What follows belongs to an exercise in optimizing a design on an open flow for small area, a short achievable clock period and few clock cycles; a production flow would make more cautious choices. Function was checked by simulation only, so behaviour that the tests miss may differ from the original. Power figures rest on the tool's default switching activity, not on a simulated workload.

File: flow/run.sh
#!/bin/bash
# synth_recipe.tcl (not shown) runs the flow's synth.tcl, then flattens the netlist and writes it again
# the make line also repeats each setting of config.mk as NAME=value (left out here)
make -C /OpenROAD-flow-scripts/flow DESIGN_CONFIG=/design/flow/config.mk WORK_HOME=/design/flow/orfs CLKGATE_MAP_FILE= SYNTH_SCRIPT=/design/flow/synth_recipe.tcl finish
File: flow/config.mk
export PLATFORM = sky130hd
export DESIGN_NAME = rgx_blit
export DESIGN_NICKNAME = rgx_blit
export VERILOG_FILES = /design/flow/design.v
export SDC_FILE = /design/flow/constraint.sdc
export NUM_CORES = 4
export LEC_CHECK = 0
export CAP_MARGIN = 20
export CORE_MARGIN = 2
export CORE_UTILIZATION = 40
export SLEW_MARGIN = 20
File: flow/constraint.sdc
create_clock -name core_clock -period 11.0 [get_ports {clk}]
set_input_delay 2.2000 -clock core_clock [delete_from_list [all_inputs] [get_ports {clk}]]
set_output_delay 2.2000 -clock core_clock [all_outputs]
set_load 0.01 [all_outputs]
File: flow/design.v
module rgx_blit (
    input  wire        clk,
    input  wire        rst,
    input  wire [1:0]  cfg_depth,      
    input  wire [10:0] cfg_canvas_w,
    input  wire [10:0] cfg_canvas_h,
    input  wire [10:0] cfg_screen_w,
    input  wire [10:0] cfg_screen_h,
    input  wire        cmd_valid,
    output wire        cmd_ready,
    input  wire        cmd_tiles,      
    input  wire [15:0] cmd_x,
    input  wire [15:0] cmd_y,
    input  wire [7:0]  cmd_pattern,
    input  wire [31:0] cmd_ptr0,       
    input  wire [31:0] cmd_ptr1,       
    input  wire [4:0]  cmd_flags,      
    output wire        done,
    output wire        pat_re,
    output wire [13:0] pat_addr,
    input  wire [7:0]  pat_rdata,
    output wire        pix_re,
    output wire        pix_we,
    output wire [19:0] pix_addr,
    output wire [7:0]  pix_wdata,
    input  wire [7:0]  pix_rdata,
    output wire        host_re,
    output wire [31:0] host_addr,
    input  wire        host_gnt,
    input  wire [7:0]  host_rdata
);
    wire [1:0]  dl        = cfg_depth;
    wire [2:0]  dm1       = (dl == 2'd0) ? 3'd0 : (dl == 2'd1) ? 3'd1 : (dl == 2'd2) ? 3'd3 : 3'd7;
    wire [7:0]  cmask     = (dl == 2'd0) ? 8'h01 : (dl == 2'd1) ? 8'h03 : (dl == 2'd2) ? 8'h0f : 8'hff;
    wire [13:0] sw_bits   = {3'd0, cfg_screen_w} << dl;
    wire [10:0] row_bytes = sw_bits[13:3];
    wire [11:0] rb3       = {1'b0, row_bytes} + 12'd3;
    wire [8:0]  s4        = rb3[10:2];               
    wire [10:0] cw        = cfg_canvas_w;
    wire [10:0] ch        = cfg_canvas_h;
    wire [10:0] sw        = cfg_screen_w;
    wire [10:0] sh        = cfg_screen_h;
    localparam A_IDLE  = 3'd0;
    localparam A_SETUP = 3'd1;
    localparam A_DIV   = 3'd2;
    localparam A_MUL   = 3'd3;
    localparam A_REC   = 3'd4;
    localparam A_RUN   = 3'd5;
    localparam A_END   = 3'd6;
    reg [2:0]  st;
    reg        c_tiles, c_hwrap, c_vwrap, c_transp, c_lookup;
    reg [31:0] tbl_ptr;            
    reg [31:0] rec_ptr;            
    reg [7:0]  t_pat, t_pal;
    reg        t_hf, t_vf;
    reg [11:0] x0;                 
    reg [11:0] xs, xd;             
    reg [2:0]  xc;
    reg [6:0]  cx;
    reg [11:0] ys, yd;             
    reg [17:0] ysb, yb;            
    reg [2:0]  yr;
    reg [6:0]  cy;
    reg        rec_ok;
    reg        dv_axis, dv_sign, dv_y, dv_sy, mul_on;
    reg [10:0] dv_rem;
    reg [3:0]  cnt;
    reg [1:0]  ri;                 
    reg        rc_pend;            
    reg        rec_all;            
    reg [1:0]  rc_idx;
    reg        b_v, b_fresh, b_vis, b_skip0, b_lookup, b_mark;
    reg [7:0]  b_hold;
    reg [19:0] b_addr;
    reg [2:0]  b_dsh, b_ush;
    reg        c_v, c_wr, c_lk, c_mark;
    reg [31:0] c_haddr;
    reg [19:0] c_addr;
    reg [2:0]  c_dsh;
    reg        d_v, d_wr, d_newb, d_lk, d_mark;
    reg [7:0]  d_val;
    reg [19:0] d_addr;
    reg [2:0]  d_dsh;
    reg        lw_v;
    reg [19:0] lw_addr;
    reg        acc_v;
    reg [19:0] acc_addr;
    reg [7:0]  acc_data;
    wire c_newb  = c_wr && (!lw_v || c_addr != lw_addr);
    wire c_hreq  = c_v && c_wr && c_lk;
    wire c_preq  = c_v && c_newb && (dl != 2'd3);
    wire w_now   = d_v && acc_v && ((d_wr && d_newb) || d_mark);
    wire stall   = (c_hreq && !host_gnt) || (c_preq && w_now);
    wire [11:0] cw12 = {1'b0, cw};
    wire [11:0] ch12 = {1'b0, ch};
    wire [11:0] sw12 = {1'b0, sw};
    wire [11:0] sh12 = {1'b0, sh};
    wire x_vis   = !xd[11] && (xd[10:0] < sw);
    wire y_vis   = !yd[11] && (yd[10:0] < sh);
    wire [11:0] xd_inc = xd + 12'd1;
    wire [11:0] yd_inc = yd + 12'd1;
    wire [11:0] xd_adv = (c_hwrap && xd_inc == cw12) ? 12'd0 : xd_inc;
    wire [11:0] yd_adv = (c_vwrap && yd_inc == ch12) ? 12'd0 : yd_inc;
    wire [11:0] xs8    = xs + 12'd8;
    wire [11:0] ys8    = ys + 12'd8;
    wire [11:0] xs_adv8 = (c_hwrap && !(xs8 < cw12)) ? xs8 - cw12 : xs8;
    wire [11:0] ys_adv8 = (c_vwrap && !(ys8 < ch12)) ? ys8 - ch12 : ys8;
    wire tile_inv = c_hwrap ? (!(xs < sw12) && !(cw12 < xs8))
                            : (xs8[11] || xs8 == 12'd0 || (!xs[11] && !(xs < sw12)));
    wire band_inv = c_vwrap ? (!(ys < sh12) && !(ch12 < ys8))
                            : (ys8[11] || ys8 == 12'd0 || (!ys[11] && !(ys < sh12)));
    wire [7:0]  tw_m1 = c_tiles ? (cw[10:3] - 8'd1) : 8'd0;
    wire [7:0]  th_m1 = c_tiles ? (ch[10:3] - 8'd1) : 8'd0;
    wire last_tile = ({1'b0, cx} == tw_m1);
    wire last_band = ({1'b0, cy} == th_m1);
    wire tile_start = (xc == 3'd0) && (yr == 3'd0);
    wire [17:0] yb_adv = (yd_adv == 12'd0) ? 18'd0 : yb + {9'd0, s4};
    wire do_bskip = tile_start && (cx == 7'd0) && band_inv;
    wire do_tskip = !do_bskip && tile_start && tile_inv && !last_tile;
    wire do_rec   = !do_bskip && !do_tskip && tile_start && c_tiles && !rec_ok && !tile_inv;
    wire do_rskip = !do_bskip && !do_tskip && !do_rec && (xc == 3'd0) && (!y_vis || tile_inv);
    wire do_pix   = !do_bskip && !do_tskip && !do_rec && !do_rskip;
    wire run     = (st == A_RUN) && !stall;
    wire emit_px = run && do_pix;
    wire emit_mk = (st == A_END) && !stall;
    wire [2:0]  sc      = t_hf ? ~xc : xc;
    wire [2:0]  sr      = t_vf ? ~yr : yr;
    wire [13:0] pbase   = {3'd0, t_pat, sr} << dl;
    wire [5:0]  sc_bits = {3'd0, sc} << dl;
    wire [2:0]  a_ush   = ~(sc_bits[2:0] | dm1);
    wire [12:0] xd_bits = {1'b0, xd} << dl;
    wire [2:0]  a_dsh   = ~(xd_bits[2:0] | dm1);
    wire [19:0] a_addr  = {yb, 2'b00} + {10'd0, xd_bits[12:3]};
    assign pat_re   = (st == A_RUN) && do_pix;
    assign pat_addr = pbase | {11'd0, sc_bits[5:3]};
    wire [15:0] rx = yb[15:0];     
    wire [15:0] ry = ysb[15:0];    
    wire signed [16:0] ox   = {rx[15], rx};
    wire signed [16:0] oy   = {ry[15], ry};
    wire signed [16:0] cws  = {6'd0, cw};
    wire signed [16:0] chs  = {6'd0, ch};
    wire signed [16:0] sws  = {6'd0, sw};
    wire signed [16:0] shs  = {6'd0, sh};
    wire signed [16:0] gxs  = c_tiles ? cws : 17'sd8;
    wire signed [16:0] gys  = c_tiles ? chs : 17'sd8;
    wire x_neg  = ox < 0;
    wire x_lo   = ox >= -cws;
    wire x_in   = ox < cws;
    wire x_hi   = ox < (cws <<< 1);
    wire [11:0] x_fast = x_neg ? (rx[11:0] + cw12) : x_in ? rx[11:0] : (rx[11:0] - cw12);
    wire x_slow  = c_hwrap && !(x_neg ? x_lo : x_hi);
    wire x_empty = !c_hwrap && (ox >= sws || ox <= -gxs);
    wire y_neg  = oy < 0;
    wire y_lo   = oy >= -chs;
    wire y_in   = oy < chs;
    wire y_hi   = oy < (chs <<< 1);
    wire [11:0] y_fast = y_neg ? (ry[11:0] + ch12) : y_in ? ry[11:0] : (ry[11:0] - ch12);
    wire y_slow  = c_vwrap && !(y_neg ? y_lo : y_hi);
    wire y_empty = !c_vwrap && (oy >= shs || oy <= -gys);
    wire [10:0] dv_c    = dv_axis ? ch : cw;
    wire [15:0] dv_sreg = dv_axis ? ry : rx;
    wire [11:0] dv_t    = {dv_rem, dv_sreg[15]};
    wire [11:0] dv_sub  = dv_t - {1'b0, dv_c};
    wire [10:0] dv_nrem = dv_sub[11] ? dv_t[10:0] : dv_sub[10:0];
    wire [10:0] dv_res  = (dv_sign && dv_nrem != 11'd0) ? (dv_c - dv_nrem) : dv_nrem;
    wire [3:0] s4_msb = s4[8] ? 4'd8 : s4[7] ? 4'd7 : s4[6] ? 4'd6 : s4[5] ? 4'd5 :
                        s4[4] ? 4'd4 : s4[3] ? 4'd3 : s4[2] ? 4'd2 : s4[1] ? 4'd1 : 4'd0;
    wire        mul_need = !ys[11] && ys != 12'd0 && (ys[10:0] < sh);
    wire [17:0] mul_acc  = {ysb[16:0], 1'b0} + (s4[cnt] ? {7'd0, ys[10:0]} : 18'd0);
    wire [7:0]  b_byte = b_fresh ? pat_rdata : b_hold;
    wire [7:0]  b_samp = (b_byte >> b_ush) & cmask;
    wire        b_wr   = b_v && !b_mark && b_vis && !(b_samp == 8'd0 && b_skip0);
    wire [15:0] pal_off = {8'd0, t_pal} << (4'd1 << dl);
    wire [31:0] tbase  = tbl_ptr + {16'd0, pal_off};
    wire [31:0] b_haddr = b_lookup ? (tbase + {24'd0, b_samp}) : {24'd0, b_samp};
    wire rec_issue = (st == A_REC) && !rec_all && !b_v && !c_v;
    assign host_re   = c_hreq || rec_issue;
    assign host_addr = rec_issue ? rec_ptr : c_haddr;
    wire [7:0] d_value = d_lk ? (host_rdata & cmask) : d_val;
    wire [7:0] d_pmask = cmask << d_dsh;
    wire [7:0] d_pbits = d_value << d_dsh;
    wire [7:0] d_old   = d_newb ? pix_rdata : acc_data;
    assign pix_we    = w_now;
    assign pix_re    = c_preq && !w_now;
    assign pix_addr  = w_now ? acc_addr : c_addr;
    assign pix_wdata = acc_data;
    assign done      = d_v && d_mark;
    assign cmd_ready = (st == A_IDLE);
    always @(posedge clk) begin
        if (rst) begin
            st      <= A_IDLE;
            b_v     <= 1'b0;
            b_fresh <= 1'b0;
            c_v     <= 1'b0;
            d_v     <= 1'b0;
            lw_v    <= 1'b0;
            acc_v   <= 1'b0;
            rc_pend <= 1'b0;
        end else begin
            if (d_v && d_wr) begin
                if (d_newb) begin
                    acc_v    <= 1'b1;
                    acc_addr <= d_addr;
                end
                acc_data <= (d_old & ~d_pmask) | d_pbits;
            end
            if (d_v && d_mark)
                acc_v <= 1'b0;
            d_v <= c_v && !stall;
            if (!stall) begin
                d_wr   <= c_wr;
                d_newb <= c_newb;
                d_lk   <= c_lk;
                d_val  <= c_haddr[7:0];
                d_addr <= c_addr;
                d_dsh  <= c_dsh;
                d_mark <= c_mark;
                if (c_v && c_wr) begin
                    lw_v    <= 1'b1;
                    lw_addr <= c_addr;
                end
                if (c_v && c_mark)
                    lw_v <= 1'b0;
            end
            if (!stall) begin
                c_v     <= b_v;
                c_wr    <= b_wr;
                c_lk    <= b_lookup;
                c_mark  <= b_mark;
                c_haddr <= b_haddr;
                c_addr  <= b_addr;
                c_dsh   <= b_dsh;
            end
            if (!stall) begin
                b_v      <= emit_px || emit_mk;
                b_fresh  <= emit_px;
                b_mark   <= emit_mk;
                b_vis    <= x_vis;
                b_skip0  <= !c_tiles || c_transp;
                b_lookup <= c_lookup;
                b_addr   <= a_addr;
                b_dsh    <= a_dsh;
                b_ush    <= a_ush;
            end else if (b_fresh) begin
                b_hold  <= pat_rdata;
                b_fresh <= 1'b0;
            end
            rc_pend <= rec_issue && host_gnt;
            if (rc_pend) begin
                case (rc_idx)
                    2'd0: t_pat <= host_rdata;
                    2'd1: t_pal <= host_rdata;
                    2'd2: t_hf  <= host_rdata[0];
                    default: t_vf <= host_rdata[0];
                endcase
                rc_idx <= rc_idx + 2'd1;
            end
            if (rec_issue && host_gnt) begin
                rec_ptr <= rec_ptr + 32'd1;
                ri      <= ri + 2'd1;
                if (ri == 2'd3) rec_all <= 1'b1;
            end
            case (st)
                A_IDLE: if (cmd_valid) begin
                    c_tiles  <= cmd_tiles;
                    c_hwrap  <= cmd_flags[2];
                    c_vwrap  <= cmd_flags[3];
                    c_transp <= cmd_flags[4];
                    c_lookup <= cmd_tiles || (cmd_ptr0 != 32'd0);
                    tbl_ptr  <= cmd_tiles ? cmd_ptr1 : cmd_ptr0;
                    rec_ptr  <= cmd_ptr0;
                    t_pat    <= cmd_pattern;
                    t_pal    <= 8'd0;
                    t_hf     <= cmd_flags[0];
                    t_vf     <= cmd_flags[1];
                    yb       <= {2'd0, cmd_x};
                    ysb      <= {2'd0, cmd_y};
                    if (cmd_tiles && (cmd_ptr0 == 32'd0 || cmd_ptr1 == 32'd0))
                        st <= A_END;
                    else
                        st <= A_SETUP;
                end
                A_SETUP: begin
                    x0 <= c_hwrap ? x_fast : rx[11:0];
                    ys <= c_vwrap ? y_fast : ry[11:0];
                    dv_rem <= 11'd0;
                    cnt    <= 4'd15;
                    dv_sy  <= ry[15];
                    mul_on <= 1'b0;
                    if (x_empty || y_empty) begin
                        st <= A_END;
                    end else if (x_slow) begin
                        dv_axis <= 1'b0;
                        dv_sign <= rx[15];
                        dv_y    <= y_slow;
                        yb      <= {2'd0, rx[15] ? (16'd0 - rx) : rx};
                        if (y_slow) ysb <= {2'd0, ry[15] ? (16'd0 - ry) : ry};
                        st <= A_DIV;
                    end else if (y_slow) begin
                        dv_axis <= 1'b1;
                        dv_sign <= ry[15];
                        dv_y    <= 1'b0;
                        ysb     <= {2'd0, ry[15] ? (16'd0 - ry) : ry};
                        st <= A_DIV;
                    end else begin
                        st <= A_MUL;
                    end
                end
                A_DIV: begin
                    dv_rem <= dv_nrem;
                    if (dv_axis) ysb <= {ysb[16:0], 1'b0};
                    else         yb  <= {yb[16:0], 1'b0};
                    cnt <= cnt - 4'd1;
                    if (cnt == 4'd0) begin
                        if (dv_axis) ys <= {1'b0, dv_res};
                        else         x0 <= {1'b0, dv_res};
                        dv_rem <= 11'd0;
                        cnt    <= 4'd15;
                        if (dv_y) begin
                            dv_axis <= 1'b1;
                            dv_sign <= dv_sy;
                            dv_y    <= 1'b0;
                        end else begin
                            st <= A_MUL;
                        end
                    end
                end
                A_MUL: begin
                    if (!mul_on && mul_need) begin
                        mul_on <= 1'b1;
                        ysb    <= 18'd0;
                        cnt    <= s4_msb;
                    end else begin
                        if (mul_on) begin
                            ysb <= mul_acc;
                            cnt <= cnt - 4'd1;
                        end else begin
                            ysb <= 18'd0;
                        end
                        if (!mul_on || cnt == 4'd0) begin
                            mul_on <= 1'b0;
                            st     <= A_RUN;
                            xs     <= x0;
                            xd     <= x0;
                            xc     <= 3'd0;
                            cx     <= 7'd0;
                            yd     <= ys;
                            yb     <= mul_on ? mul_acc : 18'd0;
                            yr     <= 3'd0;
                            cy     <= 7'd0;
                            rec_ok <= 1'b0;
                        end
                    end
                end
                A_REC: begin
                    if (rc_pend && rc_idx == 2'd3) begin
                        rec_ok <= 1'b1;
                        st     <= A_RUN;
                    end
                end
                A_RUN: if (!stall) begin
                    if (do_rec) begin
                        ri      <= 2'd0;
                        rec_all <= 1'b0;
                        rc_idx  <= 2'd0;
                        st      <= A_REC;
                    end else if (do_pix && xc != 3'd7) begin
                        xc <= xc + 3'd1;
                        xd <= xd_adv;
                    end else if ((do_pix || do_rskip) && yr != 3'd7) begin
                        yr <= yr + 3'd1;
                        yd <= yd_adv;
                        yb <= yb_adv;
                        xc <= 3'd0;
                        xd <= xs;
                    end else if (!do_bskip && !last_tile) begin
                        if (!rec_ok) rec_ptr <= rec_ptr + 32'd4;
                        rec_ok <= 1'b0;
                        cx <= cx + 7'd1;
                        xs <= xs_adv8;
                        xd <= xs_adv8;
                        xc <= 3'd0;
                        yr <= 3'd0;
                        yd <= ys;
                        yb <= ysb;
                    end else begin
                        if (do_bskip) rec_ptr <= rec_ptr + {22'd0, cw[10:1]};
                        else if (!rec_ok) rec_ptr <= rec_ptr + 32'd4;
                        rec_ok <= 1'b0;
                        cx <= 7'd0;
                        xs <= x0;
                        xd <= x0;
                        xc <= 3'd0;
                        yr <= 3'd0;
                        if (last_band) begin
                            st <= A_END;
                        end else begin
                            cy <= cy + 7'd1;
                            if (do_bskip) begin
                                ys  <= ys_adv8;
                                yd  <= ys_adv8;
                                ysb <= 18'd0;
                                yb  <= 18'd0;
                            end else begin
                                ys  <= yd_adv;
                                yd  <= yd_adv;
                                ysb <= yb_adv;
                                yb  <= yb_adv;
                            end
                        end
                    end
                end
                A_END: if (!stall) st <= A_IDLE;
                default: st <= A_IDLE;
            endcase
        end
    end
endmodule
==> summary.txt <==
Yosys
  • Yosys warns: 1
  • Netlist Area Pre-Place: 37900 sq um
  • Area share of the largest cell type after synthesis: 32.4%
  • Number of synthesized flops with an enable pin: 408
  • Top cells by area, synth: edfxtp_1, ha_1, xnor2_1
  • Post-Synthesis Cells: 4249
  • Syn Area/Cell: 8.91 sq um
  • Synth Register Bits: 418
  • Most common cell in the synthesized netlist: nand2_1
  • Netlist cell types: 115
  • Top FF cell, synth: edfxtp_1
  • Async set-reset flop share out of synthesis: 0%
  • Sequential share of the synthesized area: 32.9%
  • Synth area leader: edfxtp_1
  • Syn nets: 4781
  • Commonest cells in the netlist: nand2_1, edfxtp_1, nor2_1, ha_1, a21oi_1

STA
  • Actual slew at the worst max-slew pin: 1.17 ns
  • Final hold violation count: 0
  • TNS Setup: 0 ns
  • Fin crit period: 8.89 ns
  • Clock Skew: 0.0237 ns
  • Tcrit/Tclk final: 80.9%
  • Fmax: 112 MHz
  • Final Setup Violations: 0
  • Fin. max-slew vios: 0
  • RSZ-0062 raised after global routing: no
  • Max_slew headroom: 21.6%

Floorplan
  • Core ar.: 93600 sq um
  • Die H: 312 um
  • I/O pins: 264
  • Rows: 112
  • Die W: 312 um
  • Area of the die: 97100 sq um
  • Initial Utilization: 40.4%

GRT
  • Initial antenna violation count: 5
  • Vias in the first global route: 33300
  • First-pass GRT wire length: 215000 um
  • Largest net degree at the start of global routing: 68
  • Tot GR Track Use: 29.0%
  • Grt total ovfl: 0

Worst hold path
  • Source of the worst hold timing path: b_addr[10]$_DFFE_PP_
  • Hold Path Sink: c_addr[10]$_DFFE_PP_
  • Min-delay worst type: reg -> reg
  • Worst Hold Depth: 0

Finish
  • Post-Route Utilization: 46.6%
  • Synth-to-Final Area Change: 15.1%
  • Fin area: 43600 sq um
  • Layout net count: 4964
  • Layout cells sized above 1: 6.86%

CTS
  • Root Buffer Master: clkbuf_16
  • Clock tree from TritonCTS: done
  • Hold-fix buffers at CTS: 0
  • Setup bufs post-CTS: 0
  • CTS Sinks: 418
  • Clk slew on worst S/H paths: 0.06 ns
  • Clock latency at the later pin of the worst-skew pair: 0.65 ns
  • TritonCTS Buffers: 52
  • CTS Buffer Depth: 3
  • H-tree depth: 2
  • Cts repair resizes: 0

Detailed routing
  • Drt first pass iters: 7
  • DR vias/cell: 6.08
  • Routed wl met3: 12600 um
  • DR DRC count: 0
  • Top routing layer in use: met5
  • Avg WL per Cell: 25.3 um
  • Antenna viol nets, final: 0
  • DRT iter0 DRCs: 3668
  • Vias: 34900
  • Drt total wl: 145000 um
  • Wl on met1: 60700 um
  • Met2 wire length: 64500 um

Run status
  • Outcome: complete, no violations

Flow run
  • Max_cap viols: 0

Worst setup path
  • CP Max Fanout: 12
  • WP data arrival: 6.69 ns
  • Crit-path slowest cell: clkdlybuf4s50_1
  • CP top delay family: buffers and inverters
  • End of the worst register-to-register path: ys[10]$_DFFE_PP_
  • CP peak stage delay: 0.83 ns
  • Crit path cell chain: clkdlybuf4s50_1 > inv_1 > ha_1 > a2111oi_0 > inv_1 > o211ai_1 > and2_1 > o21a_1 > o21ai_1 > nor2_1 > clkdlybuf4s50_1
  • Crit path buffers/inverters: 4
  • WS Path Type: in -> out
  • Worst R2R Start: dv_axis$_SDFFCE_PP1P_
  • Worst R2R Setup Slack: 4.26 ns
  • WP data required: 8.80 ns
  • Crit path capture type: output pin
  • Crit start category: input port
  • Reg2reg path depth: 21

Place
  • Placed inst area: 41800 sq um
  • DP Wirelength: 113000 um
  • GPL Wtd Cong: 0.986
  • PortBufs: 263

Power
  • P_leak: 0.0168 uW
  • P per Cell Area: 200 nW/um^2
  • Maximum VDD drop: 0.141 mV
==> layer usage <==
metal	global-route usage, %	vias to the layer above
met1	38.7	16700
met4	12.8	2
met5	0	-
li1	-	16200
met2	45.7	1668
met3	5.55	304
==> through the flow <==
| step | hold WS [ns] | total power [uW] | cells | setup WS [ns] |
|---|---|---|---|---|
| 5_1_grt | 0.421 | 9200 | 5731 | 1.81 |
| 3_3_place_gp | 0.401 | 6840 | 5632 | 2.24 |
| 4_1_cts | 0.415 | 8640 | 5730 | 2.22 |
| 3_5_place_dp | 0.405 | 6860 | 5632 | 2.24 |
| 6_report | 0.413 | 8730 | 5732 | 2.11 |
| 2_1_floorplan | 0.400 | 5280 | 4249 | 1.79 |
==> worst register-to-register path, cell delays in order (launching register included) <==
cell	delay, ns
edfxtp_1	0.69
buf_4	0.34
o21ai_0	0.64
inv_1	0.11
ha_1	0.29
nor2b_1	0.18
o2111ai_1	0.16
a21bo_1	0.22
a21o_1	0.23
a211oi_1	0.69
a21oi_1	0.34
fa_1	0.51
a21o_1	0.18
a21oi_1	0.21
o21ai_0	0.16
a2111o_1	0.46
a41oi_1	0.25
xnor2_1	0.19
nand2_1	0.11
nand2_1	0.13
o32ai_1	0.11
a311o_1	0.30
==> sequential cells by signal (all words and copies together), names as in the netlist, 8 cells and up <==
name	flops
c_addr	20
yb	18
acc_addr	20
ysb	18
ys	12
rec_ptr	32
t_pal	8
xd	12
b_hold	8
t_pat	8
yd	12
lw_addr	20
d_addr	20
b_addr	20
c_haddr	32
dv_rem	11
xs	12
tbl_ptr	32
acc_data	8
x0	12
d_val	8
==> worst max path at each step <==
stage | from | to | slack, ns | depth (start not counted)
final | cfg_canvas_w[5] | pat_re | 2.11 | 11
after global routing | cfg_canvas_w[5] | pat_re | 1.81 | 11
after CTS | cfg_canvas_w[5] | pat_re | 2.22 | 11
after detailed placement | cfg_canvas_w[5] | pat_re | 2.24 | 11
after global placement | cfg_canvas_w[9] | pat_re | 2.24 | 11
after floorplan | cfg_depth[0] | b_addr[0]$_DFFE_PP_ | 1.79 | 7
==> cell type report <==
| class | count | area [sq um] |
|---|---|---|
| fill | 9136 | 50000 |
| multi-input combinational | 3403 | 23800 |
| sequential | 418 | 12500 |
| timing repair buffer | 336 | 3170 |
| tap | 1254 | 1570 |
| clock buffer | 66 | 1430 |
| inverter | 221 | 830 |
| clock inverter | 32 | 307 |
| antenna | 2 | 5.00 |
==> power breakdown <==
group	total (uW)	switching, uW	internal (uW)
registers	2640	444	2190
logic	4340	2690	1650
clock network	1750	739	1010
==> cell families after synthesis <==
| family | share of synthesized area, % |
|---|---|
| compound gates | 19.0 |
| xor+xnor | 7.24 |
| fa+ha+maj | 11.9 |
| buf+inv | 4.45 |
| flops | 32.9 |
| mux | 5.54 |
| other cells | 0.00991 |
| simple gates | 18.9 |
==> cells in the final DEF, fill, tap and decap left out, types with 18 or more instances in the layout <==
| cell type | instances |
|---|---|
| a31oi_1 | 40 |
| a21o_1 | 77 |
| o211ai_1 | 42 |
| xor2_1 | 95 |
| o21ai_0 | 244 |
| nand3_1 | 120 |
| mux2i_1 | 96 |
| xnor2_1 | 218 |
| o21a_1 | 31 |
| buf_4 | 74 |
| a22oi_1 | 24 |
| nand2b_1 | 43 |
| edfxtp_1 | 408 |
| clkinv_1 | 18 |
| ha_1 | 327 |
| mux2_2 | 70 |
| or4_1 | 18 |
| nor2b_1 | 48 |
| fa_1 | 21 |
| clkbuf_16 | 53 |
| o22ai_1 | 27 |
| nand2_1 | 459 |
| nor4_1 | 38 |
| nor2_1 | 331 |
| clkdlybuf4s50_1 | 261 |
| inv_1 | 212 |
| a211oi_1 | 48 |
| a21oi_1 | 249 |
| nand4_1 | 68 |
| a21boi_0 | 18 |
| nor3_1 | 120 |
| and3_1 | 55 |
| o221ai_1 | 31 |
| and2_1 | 48 |
| or3_1 | 34 |
| o31ai_1 | 18 |
Testbench counts, summed over its fixed seeds: cycles 34,389.

-- what the ideal ports hide --
In the flow no input, the clock included, has a driving cell. The finished layout below was timed again as built, in two steps.
Step 1, drivers: a clkbuf_16 drives clk and a buf_2 each remaining input, both assumed.
Step 2 moves the port delays by t, midway between the first and last clock arrival at a register: inputs arrive t later, outputs are due t later. That takes back most of the time a late clock gives input paths.
a / b / c = no drivers / after step 1 / after step 2; a / b = the first two.
t (ns): 0.708
setup WS [ns]: 2.106 / 2.075 / 2.075
worst setup path at the end: input to output
worst slew at a driven data input, ns: 0.09
pins driven straight from the clock port: 1
After both steps this run still meets setup and hold. The setup slack of this run moves by -0.031 ns with the drivers and by -0.031 ns with both steps.
